What follows belongs to an exercise in optimizing a design on an open flow for small area and few clock cycles; a production flow would make more cautious choices.
In this exercise RTL edits were held to simulation tests only and were not proved equivalent to the original.

==> run a <==
## macphy_codec
module macphy_codec (
    input  wire        clk,
    input  wire        rst,
    input  wire        req_valid,
    output wire        req_ready,
    input  wire [7:0]  req_op,
    input  wire [31:0] req_a,
    input  wire [31:0] req_b,
    input  wire [31:0] req_c,
    input  wire        req_null,
    input  wire        din_valid,
    output wire        din_ready,
    input  wire [7:0]  din_data,
    output wire        dout_valid,
    input  wire        dout_ready,
    output wire [7:0]  dout_data,
    output wire        bus_valid,
    input  wire        bus_ready,
    output wire [7:0]  bus_tx,
    output wire        bus_last,
    input  wire [7:0]  bus_rx,
    input  wire        bus_err,
    input  wire [7:0]  bus_err_code,
    output wire        rsp_valid,
    input  wire        rsp_ready,
    output wire [7:0]  rsp_status,
    output wire [7:0]  rsp_info,
    output wire [31:0] rsp_data,
    output wire [31:0] rsp_aux,
    output wire        rsp_flag,
    output wire        fault,
    output wire [1:0]  fault_code
);
Settings: LEC_CHECK=0, CAP_MARGIN=20, CORE_MARGIN=2, CORE_UTILIZATION=40, SLEW_MARGIN=20; clock period 7.0 ns.
standard.sh (not shown) runs the stock make flow with config.mk's settings and CLKGATE_MAP_FILE= SYNTH_SCRIPT=/design/flow/synth_recipe.tcl, a recipe that flattens the netlist after the stock synthesis.
==> flow/flow/run.sh <==
#!/bin/bash
set -euo pipefail
W=$(cd "$(dirname "$0")/.." && pwd)
cd "$W"
rm -rf "$W/scripts_area"
cp -r "$FLOW_HOME/scripts" "$W/scripts_area"
cp "$W/flow/abc_area.script" "$W/scripts_area/abc_area.script"
export BUFFER_PORTS_ARGS="-buffer_cell sky130_fd_sc_hd__buf_1"
bash "$W/standard.sh" SCRIPTS_DIR="$W/scripts_area" ABC_AREA=1 ADDER_MAP_FILE= finish > "$W/make.log" 2>&1
==> flow/flow/abc_area.script <==
strash
&get -n
&fraig -x
&put
scorr
dc2
dc2
strash
&get -n
&dch -f
&nf -R 1000
&put
strash
&get -n
&dch -f
&nf -R 1000
&put
==> run b: changes against run a <==
--- a/flow/design.v
+++ b/flow/design.v
@@ -59,14 +59,14 @@
     localparam [7:0] INFO_PORT = 8'd1, INFO_NULL = 8'd2, INFO_LEN = 8'd3,
                      INFO_TOO_LONG = 8'd4, INFO_CAPACITY = 8'd5, INFO_VARIANT = 8'd6;
     localparam [1:0] F_UNINIT = 2'd1, F_REINIT = 2'd2, F_RX_SHORT = 2'd3;
     localparam [3:0] C_REGWR = 4'd0, C_REGRD = 4'd1, C_REGUPD = 4'd2, C_WFDEC = 4'd3,
                      C_C22RD = 4'd4, C_C22WR = 4'd5, C_C45RD = 4'd6, C_C45WR = 4'd7,
-                     C_FTX   = 4'd8, C_FRX   = 4'd9, C_CRC8  = 4'd10, C_CRCCHK = 4'd11;
+                     C_FTX   = 4'd8, C_FRX   = 4'd9, C_CRC8  = 4'd10, C_CRCCHK = 4'd11,
+                     C_NONE  = 4'd12;
     localparam [1:0] K_R = 2'd0, K_W = 2'd1, K_TX = 2'd2, K_RX = 2'd3;
     localparam [1:0] S_IDLE = 2'd0, S_DATA = 2'd1, S_XFER = 2'd2, S_RSP = 2'd3;
-    localparam [1:0] D_ZERO = 2'd0, D_P16 = 2'd1, D_P32 = 2'd2, D_C8 = 2'd3;
     function [15:0] dec16;               
         input [15:0] x;
         integer i;
         reg b;
         begin
@@ -118,12 +118,10 @@
     reg [15:0] a;
     reg [7:0]  c;                
     reg        dout_full;
     reg [2:0]  r_st;
     reg [2:0]  r_info;           
-    reg [1:0]  r_dsel;
-    reg        r_aux;
     reg        r_flag;
     wire busy_fault = (fcode != 2'd0);
     wire [3:0] hlen = cfg_crc_en ? 4'd3 : 4'd2;
     wire [15:0] L        = req_c[15:0];
     wire [11:0] rx_cap   = add16({5'h0, req_b[10:0]}, cfg_crc_en ? 16'd17 : 16'd16);
@@ -138,12 +136,13 @@
     wire [5:0]  tx_pad   = tx_short ? tx_pad6 : {4'h0, tx_pad6[1:0]};
     wire acc_reg   = (req_op[7:2] == 6'b001000) && (req_op[1:0] != 2'b11);
     wire acc_mdio  = (req_op[7:2] == 6'b001100);
     wire acc_ftx   = (req_op == OP_FIFOTX) && port_ok && !req_null && lens_ok && !tx_long;
     wire acc_frx   = (req_op == OP_FIFORX) && port_ok && !req_null;
-    wire acc_start = cfg_valid && (acc_reg || acc_mdio || acc_ftx || acc_frx);
     wire acc_w     = acc_mdio || (acc_reg && req_op[1:0] == 2'b00);
+    wire acc_start = cfg_valid && (acc_reg || acc_mdio || acc_ftx || acc_frx) &&
+                     !(acc_w && cfg_crc_en);
     wire [7:0] acc_b0 = {2'b10, acc_w, acc_reg ? req_a[12:8] : 5'h00};
     wire idle_bus  = (st == S_IDLE) && req_valid && acc_start;
     wire is_reg  = (cls == C_REGWR) || (cls == C_REGRD) || (cls == C_REGUPD);
     wire is_mdio = (cls[3:2] == 2'b01);
     wire is_ftx  = (cls == C_FTX);
@@ -199,19 +198,22 @@
     assign dout_data  = c;
     assign rsp_valid  = !busy_fault && (st == S_RSP) && !dout_full;
     assign rsp_status = {5'h0, r_st};
     wire   info_p     = (r_st == ST_BUSERR) || (r_st == ST_INVOP);
     assign rsp_info   = info_p ? p[7:0] : {5'h0, r_info};
-    assign rsp_data   = (r_dsel == D_P32) ? p :
-                        (r_dsel == D_P16) ? {16'h0, p[15:0]} :
-                        (r_dsel == D_C8)  ? {24'h0, c} : 32'h0;
-    assign rsp_aux    = r_aux ? {q[15] & q[13], q[13], q[15], q[12:0], 1'b0, q[14], 14'h0} : 32'h0;
-    assign rsp_flag   = r_flag | ((r_dsel == D_C8) && cls[0] && (c == q[7:0]));
+    wire   r_ok       = (r_st == ST_OK);
+    wire   d_p32      = r_ok && ((cls == C_REGRD) || (cls == C_WFDEC) || ((cls == C_FRX) && r_flag));
+    wire   d_p16      = r_ok && ((cls == C_C22RD) || (cls == C_C45RD));
+    wire   d_c8       = r_ok && ((cls == C_CRC8) || (cls == C_CRCCHK));
+    assign rsp_data   = d_p32 ? p : d_p16 ? {16'h0, p[15:0]} : d_c8 ? {24'h0, c} : 32'h0;
+    assign rsp_aux    = (r_ok && (cls == C_WFDEC)) ?
+                        {q[15] & q[13], q[13], q[15], q[12:0], 1'b0, q[14], 14'h0} : 32'h0;
+    assign rsp_flag   = r_flag | (r_ok && (cls == C_CRCCHK) && (c == q[7:0]));
     assign fault      = busy_fault;
     assign fault_code = fcode;
     wire [7:0] crc_nx;
-    crc8_byte u_crc (.crc_in(c), .data((st == S_DATA) ? din_data : (st == S_IDLE) ? acc_b0 : tx_h),
+    crc8_byte u_crc (.crc_in(c), .data((st == S_DATA) ? din_data : tx_h),
                      .poly(cfg_poly),
                      .crc_out(crc_nx));
     wire bus_hs = bus_valid && bus_ready;
     wire din_hs = din_valid && din_ready;
     wire [15:0] a_dec = dec16(a);
@@ -238,18 +240,14 @@
                          ? {4'b0000, 2'b01, req_a[4:0], req_b[4:0], req_c[31:16]}
                          : {4'b0000, 2'b11, req_a[4:0], req_b[4:0], 16'h0000};
     task respond;
         input [2:0] status;
         input [7:0] info;
-        input [1:0] dsel;
-        input       aux;
         input       flag;
         begin
             r_st   <= status;
             r_info <= info[2:0];
-            r_dsel <= dsel;
-            r_aux  <= aux;
             r_flag <= flag;
             st     <= S_RSP;
         end
     endtask
     task start_x;
@@ -263,59 +261,59 @@
     endtask
     task start_x0;
         input [1:0] kind;
         begin
             xk <= kind;
-            j  <= {2'd0, bus_ready};
-            c  <= bus_ready ? crc_nx : 8'h00;
+            j  <= {2'd0, idle_bus && bus_ready};
+            c  <= 8'h00;
             st <= S_XFER;
         end
     endtask
     wire       wf_ok = (j == (cfg_crc_en ? 3'd6 : 3'd5));       
     always @(posedge clk) begin
         if (rst) begin
             st        <= S_IDLE;
             cfg_valid <= 1'b0;
             fcode     <= 2'd0;
             dout_full <= 1'b0;
-            c         <= 8'h00;
         end else begin
             if (dout_full && dout_ready)
                 dout_full <= 1'b0;
             if (!busy_fault)
             case (st)
             S_IDLE: if (req_valid) begin
                 step  <= 3'd0;
                 polls <= 2'd0;
                 j     <= 3'd0;
+                cls   <= C_NONE;
                 a     <= req_a[15:0];
                 if (!cfg_valid && req_op != OP_INIT)
                     fcode <= F_UNINIT;
                 else if (cfg_valid && req_op == OP_INIT)
                     fcode <= F_REINIT;
                 else begin
                     case (req_op)
                     OP_INIT:
                         if (req_c[7:0] != 8'd1 && req_c[7:0] != 8'd2)
-                            respond(ST_INVARG, INFO_VARIANT, D_ZERO, 1'b0, 1'b0);
+                            respond(ST_INVARG, INFO_VARIANT, 1'b0);
                         else begin
                             cfg_poly   <= req_a[7:0];
                             cfg_crc_en <= req_b[0];
                             cfg_two    <= req_c[1];
                             cfg_valid  <= 1'b1;
-                            respond(ST_OK, 8'h00, D_ZERO, 1'b0, 1'b0);
+                            respond(ST_OK, 8'h00, 1'b0);
                         end
                     OP_DEINIT: begin
                         cfg_valid <= 1'b0;
-                        respond(ST_OK, 8'h00, D_ZERO, 1'b0, 1'b0);
+                        respond(ST_OK, 8'h00, 1'b0);
                     end
                     OP_CRC8, OP_CRCCHK, OP_WFDEC: begin
                         cls <= (req_op == OP_WFDEC) ? C_WFDEC : req_op[0] ? C_CRCCHK : C_CRC8;
                         q   <= {24'h0, req_c[7:0]};
                         c   <= (req_op != OP_WFDEC && req_b[8]) ? req_b[7:0] : 8'h00;
                         if (req_null)
-                            respond(ST_INVARG, INFO_NULL, D_ZERO, 1'b0, 1'b0);
+                            respond(ST_INVARG, INFO_NULL, 1'b0);
                         else
                             st <= S_DATA;
                     end
                     OP_REGWR: begin
                         cls <= C_REGWR;
@@ -345,48 +343,47 @@
                     end
                     OP_FIFOTX: begin
                         cls <= C_FTX;
                         q   <= {req_a[0], tx_pad, 3'h0, tx_fl, tx_al4, 2'b01};
                         if (!port_ok)
-                            respond(ST_INVARG, INFO_PORT, D_ZERO, 1'b0, 1'b0);
+                            respond(ST_INVARG, INFO_PORT, 1'b0);
                         else if (req_null)
-                            respond(ST_INVARG, INFO_NULL, D_ZERO, 1'b0, 1'b0);
+                            respond(ST_INVARG, INFO_NULL, 1'b0);
                         else if (!lens_ok)
-                            respond(ST_INVARG, INFO_LEN, D_ZERO, 1'b0, 1'b0);
+                            respond(ST_INVARG, INFO_LEN, 1'b0);
                         else if (tx_long)
-                            respond(ST_INVARG, INFO_TOO_LONG, D_ZERO, 1'b0, 1'b0);
+                            respond(ST_INVARG, INFO_TOO_LONG, 1'b0);
                         else
                             start_x0(K_R);
                     end
                     OP_FIFORX: begin
                         cls <= C_FRX;
                         q   <= {req_a[0], 18'h0, req_b[31:11] != 21'h0, rx_cap};
                         if (!port_ok)
-                            respond(ST_INVARG, INFO_PORT, D_ZERO, 1'b0, 1'b0);
+                            respond(ST_INVARG, INFO_PORT, 1'b0);
                         else if (req_null)
-                            respond(ST_INVARG, INFO_NULL, D_ZERO, 1'b0, 1'b0);
+                            respond(ST_INVARG, INFO_NULL, 1'b0);
                         else
                             start_x0(K_R);
                     end
                     default:
                     begin
                         p[7:0] <= req_op;
-                        respond(ST_INVOP, 8'h00, D_ZERO, 1'b0, 1'b0);
+                        respond(ST_INVOP, 8'h00, 1'b0);
                     end
                     endcase
                 end
             end
             S_DATA: begin
                 if (a == 16'd0 || (din_hs && a == 16'd1)) begin
                     if (cls == C_WFDEC) begin
                         if (din_hs && wf_ok)
-                            respond(ST_OK, 8'h00, D_P32, 1'b1,
-                                    !cfg_crc_en || (din_data == c));
+                            respond(ST_OK, 8'h00, !cfg_crc_en || (din_data == c));
                         else
-                            respond(ST_INVARG, INFO_LEN, D_ZERO, 1'b0, 1'b0);
+                            respond(ST_INVARG, INFO_LEN, 1'b0);
                     end else
-                        respond(ST_OK, 8'h00, D_C8, 1'b0, 1'b0);
+                        respond(ST_OK, 8'h00, 1'b0);
                 end
                 if (din_hs) begin
                     a <= a_dec;
                     j <= j_inc;
                     if (cls != C_WFDEC || j < 3'd6) begin
@@ -415,28 +412,28 @@
                     if (upd_rd && j >= 3'd3)
                         q <= {q[23:0], 8'h00};
                     if (x_last) begin
                         if (bus_err) begin
                             p[7:0] <= bus_err_code;
-                            respond(ST_BUSERR, 8'h00, D_ZERO, 1'b0, 1'b0);
+                            respond(ST_BUSERR, 8'h00, 1'b0);
                         end
                         else case (cls)
                         C_REGWR:
-                            respond(ST_OK, 8'h00, D_ZERO, 1'b0, 1'b0);
+                            respond(ST_OK, 8'h00, 1'b0);
                         C_REGRD:
-                            respond(ST_OK, 8'h00, D_P32, 1'b0, 1'b0);
+                            respond(ST_OK, 8'h00, 1'b0);
                         C_REGUPD:
                             if (step == 3'd0) begin
                                 step <= 3'd1;
                                 start_x(K_W);
                             end else
-                                respond(ST_OK, 8'h00, D_ZERO, 1'b0, 1'b0);
+                                respond(ST_OK, 8'h00, 1'b0);
                         C_FTX:
                             case (step)
                             3'd0:  
                                 if (no_space)
-                                    respond(ST_WBLOCK, INFO_NO_SPACE, D_ZERO, 1'b0, 1'b0);
+                                    respond(ST_WBLOCK, INFO_NO_SPACE, 1'b0);
                                 else begin
                                     step <= 3'd1;
                                     p    <= {21'h0, fl};
                                     start_x(K_W);
                                 end
@@ -453,62 +450,60 @@
                                 if (bus_rx[1]) begin
                                     step <= 3'd4;
                                     p    <= 32'h0000_0002;
                                     start_x(K_W);
                                 end else
-                                    respond(ST_OK, 8'h00, D_ZERO, 1'b0, 1'b0);
+                                    respond(ST_OK, 8'h00, 1'b0);
                             3'd4: begin
                                 step <= 3'd5;
                                 p    <= 32'h0000_0000;
                                 start_x(K_W);
                             end
                             default:
-                                respond(ST_WBLOCK, INFO_FIFO_ERR, D_ZERO, 1'b0, 1'b0);
+                                respond(ST_WBLOCK, INFO_FIFO_ERR, 1'b0);
                             endcase
                         C_FRX:
                             if (step == 3'd0) begin
                                 if (fs_lt4)
-                                    respond(ST_OK, 8'h00, D_ZERO, 1'b0, 1'b0);
+                                    respond(ST_OK, 8'h00, 1'b0);
                                 else if (fs_lt14)
                                     fcode <= F_RX_SHORT;
                                 else if (fs_long)
-                                    respond(ST_INVARG, INFO_TOO_LONG, D_ZERO, 1'b0, 1'b0);
+                                    respond(ST_INVARG, INFO_TOO_LONG, 1'b0);
                                 else if (cap_bad)
-                                    respond(ST_INVARG, INFO_CAPACITY, D_ZERO, 1'b0, 1'b0);
+                                    respond(ST_INVARG, INFO_CAPACITY, 1'b0);
                                 else begin
                                     step       <= 3'd1;
                                     p          <= {21'h0, rx_n};
                                     q[30:25]   <= {4'h0, -fs[1:0]};
                                     a          <= {5'h0, rx_al4, 2'b10};
                                     start_x(K_RX);
                                 end
                             end else
-                                respond(ST_OK, 8'h00, D_P32, 1'b0, 1'b1);
+                                respond(ST_OK, 8'h00, 1'b1);
                         default:  
                             if (xk == K_W) begin
                                 polls <= 2'd0;
                                 start_x(K_R);
                             end else if (p[23]) begin
                                 if (cls[1] && !step[1]) begin
                                     step[1] <= 1'b1;
                                     p       <= q;
                                     start_x(K_W);
                                 end else
-                                    respond(ST_OK, 8'h00, cls[0] ? D_ZERO : D_P16, 1'b0, 1'b0);
+                                    respond(ST_OK, 8'h00, 1'b0);
                             end else if (polls == 2'd3)
-                                respond(ST_TIMEOUT, {7'h0, step[1]}, D_ZERO, 1'b0, 1'b0);
+                                respond(ST_TIMEOUT, {7'h0, step[1]}, 1'b0);
                             else begin
                                 polls <= polls + 2'd1;
                                 start_x(K_R);
                             end
                         endcase
                     end
                 end
             S_RSP:
-                if (rsp_valid && rsp_ready) begin
+                if (rsp_valid && rsp_ready)
                     st <= S_IDLE;
-                    c  <= 8'h00;     
-                end
             endcase
         end
     end
 endmodule
==> flow/flow/run.sh (replaced) <==
#!/bin/bash
set -euo pipefail
W=$(cd "$(dirname "$0")/.." && pwd)
cd "$W"
rm -rf "$W/scripts_area"
cp -r "$FLOW_HOME/scripts" "$W/scripts_area"
cp "$W/flow/abc_area.script" "$W/scripts_area/abc_area.script"
export BUFFER_PORTS_ARGS="-buffer_cell sky130_fd_sc_hd__buf_1"
bash "$W/standard.sh" SCRIPTS_DIR="$W/scripts_area" ABC_AREA=1 ADDER_MAP_FILE= \
  "MIN_BUF_CELL_AND_PORTS=sky130_fd_sc_hd__buf_1 A X" finish > "$W/make.log" 2>&1
Settings changed: CAP_MARGIN 20 to 10, CTS_BUF_LIST from default to sky130_fd_sc_hd__clkbuf_8, SLEW_MARGIN 20 to 10.
==> run c: changes against run a <==
--- a/flow/design.v
+++ b/flow/design.v
@@ -110,11 +110,11 @@
     reg        cfg_two;          
     reg [3:0]  cls;
     reg [2:0]  step;
     reg [1:0]  polls;            
     reg [1:0]  xk;               
-    reg [2:0]  j;                
+    reg [3:0]  j;                
     reg [31:0] p;
     reg [31:0] q;
     reg [15:0] a;
     reg [7:0]  c;                
     reg        dout_full;
@@ -165,31 +165,32 @@
         else  
             x_addr = {5'h0, 1'b1, q[31], q[31] ? 2'b00 : 2'b01, 3'b000, step[0]};
     end
     wire [10:0] q_rem   = a[10:0];
     wire        rem_ge  = (q_rem[10:6] != 5'h0) || !lt16({10'h0, q_rem[5:0]}, {10'h0, q[30:25]});
-    wire        in_din  = (xk == K_TX) && (j >= 3'd5 || (j == 3'd4 && !cfg_crc_en)) && rem_ge;
-    wire        in_dout = (xk == K_RX) && ({1'b0, j} >= 4'd3 + hlen) && rem_ge;
-    reg [7:0] tx_h;
+    wire        in_din  = (xk == K_TX) && (j >= 4'd5 || (j == 4'd4 && !cfg_crc_en)) && rem_ge;
+    wire        in_dout = (xk == K_RX) && (j >= 4'd3 + hlen) && rem_ge;
+    reg [7:0] tx_b;
     always @* begin
-        tx_h = 8'h00;
-        if (j == 3'd0)
-            tx_h = {2'b10, x_wr, x_addr[12:8]};
-        else if (j == 3'd1)
-            tx_h = x_addr[7:0];
+        tx_b = 8'h00;
+        if (j == 4'd0)
+            tx_b = {2'b10, x_wr, x_addr[12:8]};
+        else if (j == 4'd1)
+            tx_b = x_addr[7:0];
         else if (xk == K_W)
-            tx_h = (j == 3'd6) ? c : p[31:24];
+            tx_b = (j == 4'd6) ? c : p[31:24];
         else if (xk == K_TX) begin
-            if (j == 3'd3)
-                tx_h = {7'h0, q[31]};
-            else if (j == 3'd4 && cfg_crc_en)
-                tx_h = c;
+            if (j == 4'd3)
+                tx_b = {7'h0, q[31]};
+            else if (j == 4'd4 && cfg_crc_en)
+                tx_b = c;
+            else if (in_din)
+                tx_b = din_data;
         end
     end
-    wire [7:0] tx_b = in_din ? din_data : tx_h;
-    wire x_last = (xk == K_W) ? (j == (cfg_crc_en ? 3'd6 : 3'd5)) :
-                  (xk == K_R) ? (j == 3'd6) : (q_rem == 11'd0);
+    wire x_last = (xk == K_W) ? (j == (cfg_crc_en ? 4'd6 : 4'd5)) :
+                  (xk == K_R) ? (j == 4'd6) : (q_rem == 11'd0);
     assign req_ready  = (st == S_IDLE) && !busy_fault;
     assign din_ready  = !busy_fault && (((st == S_DATA) && (a != 16'd0)) ||
                         ((st == S_XFER) && in_din && bus_ready));
     assign bus_valid  = !busy_fault && (idle_bus || ((st == S_XFER) && (!in_din || din_valid) &&
                         (!in_dout || !dout_full || dout_ready)));
@@ -207,17 +208,16 @@
     assign rsp_aux    = r_aux ? {q[15] & q[13], q[13], q[15], q[12:0], 1'b0, q[14], 14'h0} : 32'h0;
     assign rsp_flag   = r_flag | ((r_dsel == D_C8) && cls[0] && (c == q[7:0]));
     assign fault      = busy_fault;
     assign fault_code = fcode;
     wire [7:0] crc_nx;
-    crc8_byte u_crc (.crc_in(c), .data((st == S_DATA) ? din_data : (st == S_IDLE) ? acc_b0 : tx_h),
-                     .poly(cfg_poly),
+    crc8_byte u_crc (.crc_in(c), .data((st == S_DATA) ? din_data : bus_tx), .poly(cfg_poly),
                      .crc_out(crc_nx));
     wire bus_hs = bus_valid && bus_ready;
     wire din_hs = din_valid && din_ready;
     wire [15:0] a_dec = dec16(a);
-    wire [2:0]  j_inc = (j == 3'd7) ? j : add16({13'h0, j}, 16'd1);
+    wire [3:0]  j_inc = (j == 4'd8) ? j : add16({12'h0, j}, 16'd1);
     wire        upd_rd = (cls == C_REGUPD) && (step == 3'd0);
     wire [7:0]  rx_in  = upd_rd ? ((bus_rx & ~p[31:24]) | q[31:24]) : bus_rx;
     wire [31:0] p_sh   = {p[23:0], rx_in};
     wire [10:0] fl       = q[21:11];
     wire [11:0] fl4      = {add16({7'h0, fl[10:2]}, 16'd1), fl[1:0]};
@@ -254,25 +254,25 @@
     endtask
     task start_x;
         input [1:0] kind;
         begin
             xk <= kind;
-            j  <= 3'd0;
+            j  <= 4'd0;
             c  <= 8'h00;
             st <= S_XFER;
         end
     endtask
     task start_x0;
         input [1:0] kind;
         begin
             xk <= kind;
-            j  <= {2'd0, bus_ready};
+            j  <= {3'd0, bus_ready};
             c  <= bus_ready ? crc_nx : 8'h00;
             st <= S_XFER;
         end
     endtask
-    wire       wf_ok = (j == (cfg_crc_en ? 3'd6 : 3'd5));       
+    wire       wf_ok = (j == (cfg_crc_en ? 4'd6 : 4'd5));       
     always @(posedge clk) begin
         if (rst) begin
             st        <= S_IDLE;
             cfg_valid <= 1'b0;
             fcode     <= 2'd0;
@@ -284,11 +284,11 @@
             if (!busy_fault)
             case (st)
             S_IDLE: if (req_valid) begin
                 step  <= 3'd0;
                 polls <= 2'd0;
-                j     <= 3'd0;
+                j     <= 4'd0;
                 a     <= req_a[15:0];
                 if (!cfg_valid && req_op != OP_INIT)
                     fcode <= F_UNINIT;
                 else if (cfg_valid && req_op == OP_INIT)
                     fcode <= F_REINIT;
@@ -387,11 +387,11 @@
                         respond(ST_OK, 8'h00, D_C8, 1'b0, 1'b0);
                 end
                 if (din_hs) begin
                     a <= a_dec;
                     j <= j_inc;
-                    if (cls != C_WFDEC || j < 3'd6) begin
+                    if (cls != C_WFDEC || j < 4'd6) begin
                         c <= crc_nx;
                         if (cls == C_WFDEC) begin
                             p       <= {p[23:0], din_data};
                             q[15:0] <= {q[7:0], p[31:24]};
                         end
@@ -408,13 +408,13 @@
                         end
                     end else
                         c <= crc_nx;
                     if (xk[1])
                         a <= a_dec;
-                    if ((xk == K_W && j >= 3'd2) || (xk == K_R && j >= 3'd3))
+                    if ((xk == K_W && j >= 4'd2) || (xk == K_R && j >= 4'd3))
                         p <= p_sh;
-                    if (upd_rd && j >= 3'd3)
+                    if (upd_rd && j >= 4'd3)
                         q <= {q[23:0], 8'h00};
                     if (x_last) begin
                         if (bus_err) begin
                             p[7:0] <= bus_err_code;
                             respond(ST_BUSERR, 8'h00, D_ZERO, 1'b0, 1'b0);
==> flow/flow/abc_area.script (replaced) <==
strash
&get -n
&fraig -x
&put
scorr
dc2
strash
&get -n
&dch -f
&nf
&put
==> notes <==
Worst hold slack, lowest first: run a, run b, run c.
Run c completed with no timing, DRC or antenna violations. Run b passed the timing, design-rule and antenna checks. Run a produced a clean layout.
Wire length: run a is lower than run c (12%).
Sequential cell count: run b < run a < run c.
The highest final cell count belongs to run c, the lowest to run b.
Of run c and run b, run c has the higher synthesized area (gap 10%, measured against run b).
In run b the non-clock buffer count is lower than in run a, by 10.
Global-route usage, highest first: run c, run b, run a.
In run a the clock skew is lower than in run b, by 7.6 ps.
Between run b and run c, the lower sequential share of layout area is in run c (gap 2.4 points).
Testbench counts of run a, summed over its fixed seeds: cycles 116,376.
Testbench counts of run b, summed over its fixed seeds: cycles 116,923.
Testbench counts of run c, summed over its fixed seeds: cycles 116,376.

==> re-timing with driven ports <==
No port has a modelled driver above. Below, the same layouts with a new extraction and two added sets of constraints. Step 1 assumes that a clkbuf_16 drives the clock port and a buf_2 every other input. Step 2 adds t to the input delays and takes it off the output delays; t is the mean of the earliest and latest rising clock arrival at the registers after step 1. Input paths then give back, and output paths get back, about the clock's delay inside the block. a / b / c = ideal / step 1 / step 2; a / b = the first two.
run | t (ns) | slack for setup (ns) | cell pins on the clock port's net
run a | 0.504 | 0.579 / 0.579 / 0.319 | 1
run b | 0.545 | 0.486 / 0.486 / 0.368 | 1
run c | 0.506 | 0.405 / 0.405 / 0.212 | 1
After both steps setup and hold are still met in every run listed. For run a, which loses most, drivers alone change the setup slack by 0.000 ns; drivers and shift together by -0.260 ns.
